From an optimization exercise on the open Yosys and OpenROAD flow, aimed at small area, a short achievable clock period and few clock cycles per item; shortcuts taken in it are not production practice.
The RTL was checked by simulation tests, not by an equivalence proof against the original design.
Power figures rest on the tool's default switching activity, not on a simulated workload.

==> flow/design.v (excerpt) <==
module bemu_alu (
    input  wire        clk,
    input  wire        rst,
    input  wire        start,
    input  wire [7:0]  op,
    input  wire [3:0]  size,
    input  wire [63:0] a,
    input  wire [63:0] b,
    input  wire [63:0] rflag,
    output wire        done,
    output wire [63:0] result,
    output wire        taken,
    output wire        fault
);
    wire [4:0] o = op[4:0];
    wire lo8 = ~o[4] & ~o[3];                
    wire hi8 = ~o[4] & o[3];                 
    wire op_mov = lo8 & ~o[0];
    wire op_add = lo8 & o[0];
    wire op_sub = hi8 & (o[2:0] == 3'd0);
    wire op_mul = hi8 & (o[2:0] == 3'd1);
    wire op_mod = hi8 & (o[2:0] == 3'd3);
    wire op_inc = hi8 & (o[2:0] == 3'd4);
    wire op_dec = hi8 & (o[2:0] == 3'd5);
    wire op_cmp = hi8 & (o[2:0] == 3'd6);
    wire op_divmod = hi8 & ~o[2] & o[1];
    wire k8  = ~size[0];                       
    wire k16 = size[2] | size[3];              
    wire k32 = size[3];                        
    wire [63:0] mask = {{32{k32}}, {16{k16}}, {8{k8}}, 8'hFF};
    wire [63:0] am = a & mask;
    wire [63:0] bm = b & mask;
    wire sa = (size[0] & a[7]) | (size[1] & a[15]) | (size[2] & a[31]) | (size[3] & a[63]);
    wire sb = (size[0] & b[7]) | (size[1] & b[15]) | (size[2] & b[31]) | (size[3] & b[63]);
    wire bz = (bm == 64'd0);
    wire fz = (rflag == 64'd0);
    wire fn = rflag[63];
    reg  cond;
    always @(*) begin
        case (o)
            5'h0F:   cond = fz;
            5'h10:   cond = !fz;
            5'h11:   cond = fn;
            5'h12:   cond = !fn && !fz;
            5'h13:   cond = fn || fz;
            5'h14:   cond = !fn;
            default: cond = 1'b0;
        endcase
    end
    wire use_a = op_add | (hi8 & (o[2:0] != 3'd1) & (o[2:0] != 3'd7));
  ...
Size in the first run: roughly 3,500 cells after synthesis, roughly 270 I/O pins, about 28,000 sq um of cells after synthesis.
Settings: LEC_CHECK=0, CAP_MARGIN=20, CORE_MARGIN=2, CORE_UTILIZATION=40, SLEW_MARGIN=20, SYNTH_HIERARCHICAL=1; clock period 12.0 ns.
standard.sh (not shown) runs the stock make flow with config.mk's settings and CLKGATE_MAP_FILE= SYNTH_SCRIPT=/design/flow/synth_recipe.tcl, a recipe that flattens the netlist after the stock synthesis.
==> flow/flow/run.sh <==
#!/bin/bash
# The standard layout (standard.sh: the standard flow's synthesis and ORFS flow, with
# config.mk's settings), except that
#  - buffer_ports gives each port a plain buf_1 instead of the delay cell
#    (clkdlybuf4s50_1) it picks by itself.
# The clock period and constraint.sdc are the design's.
set -euo pipefail
MARGIN=6.3
bash standard.sh SETUP_SLACK_MARGIN=$MARGIN \
  "BUFFER_PORTS_ARGS=-buffer_cell sky130_fd_sc_hd__buf_1" finish > standard_flow.log 2>&1
The first run finished clean.
Testbench counts at the start, summed over its fixed seeds: cycles 28,128, ops 12,000.
Rerun with:
--- a/flow/design.v
+++ b/flow/design.v
@@ -6,32 +6,31 @@
     input  wire [3:0]  size,
     input  wire [63:0] a,
     input  wire [63:0] b,
     input  wire [63:0] rflag,
     output wire        done,
     output wire [63:0] result,
     output wire        taken,
     output wire        fault
 );
     wire [4:0] o = op[4:0];
-    wire lo8 = ~o[4] & ~o[3];                
-    wire hi8 = ~o[4] & o[3];                 
-    wire op_mov = lo8 & ~o[0];
-    wire op_add = lo8 & o[0];
-    wire op_sub = hi8 & (o[2:0] == 3'd0);
-    wire op_mul = hi8 & (o[2:0] == 3'd1);
-    wire op_mod = hi8 & (o[2:0] == 3'd3);
-    wire op_inc = hi8 & (o[2:0] == 3'd4);
-    wire op_dec = hi8 & (o[2:0] == 3'd5);
-    wire op_cmp = hi8 & (o[2:0] == 3'd6);
-    wire op_divmod = hi8 & ~o[2] & o[1];
-    wire k8  = ~size[0];                       
+    wire op_mov = (o == 5'h04);
+    wire op_add = (o == 5'h07);
+    wire op_sub = (o == 5'h08);
+    wire op_mul = (o == 5'h09);
+    wire op_div = (o == 5'h0A);
+    wire op_mod = (o == 5'h0B);
+    wire op_inc = (o == 5'h0C);
+    wire op_dec = (o == 5'h0D);
+    wire op_cmp = (o == 5'h0E);
+    wire op_divmod = op_div | op_mod;
+    wire k8  = size[1] | size[2] | size[3];    
     wire k16 = size[2] | size[3];              
     wire k32 = size[3];                        
     wire [63:0] mask = {{32{k32}}, {16{k16}}, {8{k8}}, 8'hFF};
     wire [63:0] am = a & mask;
     wire [63:0] bm = b & mask;
     wire sa = (size[0] & a[7]) | (size[1] & a[15]) | (size[2] & a[31]) | (size[3] & a[63]);
     wire sb = (size[0] & b[7]) | (size[1] & b[15]) | (size[2] & b[31]) | (size[3] & b[63]);
     wire bz = (bm == 64'd0);
     wire fz = (rflag == 64'd0);
     wire fn = rflag[63];
@@ -40,32 +39,32 @@
         case (o)
             5'h0F:   cond = fz;
             5'h10:   cond = !fz;
             5'h11:   cond = fn;
             5'h12:   cond = !fn && !fz;
             5'h13:   cond = fn || fz;
             5'h14:   cond = !fn;
             default: cond = 1'b0;
         endcase
     end
-    wire use_a = op_add | (hi8 & (o[2:0] != 3'd1) & (o[2:0] != 3'd7));
-    wire b_pos = lo8;                                  
-    wire b_neg = hi8 & ~o[0] & ~(o[2] ^ o[1]);         
+    wire use_a = op_add | op_sub | op_inc | op_dec | op_divmod | op_cmp;
+    wire b_pos = op_add | op_mov;
+    wire b_neg = op_sub | op_cmp;
     wire [63:0] xa = {64{use_a}} & mask;              
     wire [63:0] xs = {64{op_cmp}} & ~mask;            
     wire [63:0] yp = {64{b_pos}} & mask;              
     wire [63:0] yn = {64{b_neg}} & mask;              
     wire [63:0] ys = {64{op_cmp}} & ~mask;            
     wire [63:0] y1 = {64{op_dec}} & mask;             
     wire [63:0] x_in = (a & xa) | ({64{sa}} & xs);
     wire [63:0] y_in = (b & yp) | (~b & yn) | ({64{~sb}} & ys) | y1;
-    wire c_in = hi8 & ~o[0] & (o[2] | ~o[1]);         
+    wire c_in = op_sub | op_cmp | op_inc;
     wire kill8  = size[0] & ~op_cmp;
     wire kill16 = size[1] & ~op_cmp;
     wire [7:0] anz, bnz;
     genvar gi;
     generate for (gi = 0; gi < 8; gi = gi + 1) begin : g_nz
         assign anz[gi] = |am[8*gi+7:8*gi];
         assign bnz[gi] = |bm[8*gi+7:8*gi];
     end endgenerate
     wire [7:0] ath, bth;    
     assign ath[7] = anz[7];
What happened: The changed run went through all stages and came out clean. Setup slack gets worse by 0.058 ns. Cell area goes up by 4.4%. Global-route usage grows by 0.68 points. Combinational power climbs by 9.2%. Synthesized cell count is higher by 5.8%. Area after synthesis goes up by 2.6%. Power goes up by 3.2%. Sequential power drops by about 0.5%. Final cell count went up by 6.4%. Wire length rose by 8.5%. Die area rose by 2.6%. Utilization went up by 0.94 points.
Testbench counts after the change, summed over its fixed seeds: cycles 28,128, ops 12,000.

separate check: timing with driven ports:
Ports are ideal in the flow. The routed layouts listed here were re-timed in OpenROAD.
Step 1 sets driving cells, clkbuf_16 on the clock port and buf_2 on the other inputs (assumed; they add their load-dependent delay and slew).
Step 2 adds t to the input delays and takes it off the output delays; t is the mean of the earliest and latest rising clock arrival at the registers after step 1. Input paths then give back, and output paths get back, about the clock's delay inside the block.
a / b / c = no drivers / after step 1 / after step 2; a / b = the first two.
run | t (ns) | setup WS [ns] | hold slack, ns | clock arrival spread, ns
the first run | 0.658 | 6.379 / 6.352 / 5.768 | 0.466 / 0.466 / 0.466 | 0.025 / 0.024
the second run | 0.613 | 6.321 / 6.306 / 5.717 | 0.483 / 0.483 / 0.483 | 0.032 / 0.033
After both steps setup and hold are still met in every run listed. The setup slack of the first run, which loses most, moves by -0.027 ns with the drivers and by -0.611 ns with both steps.
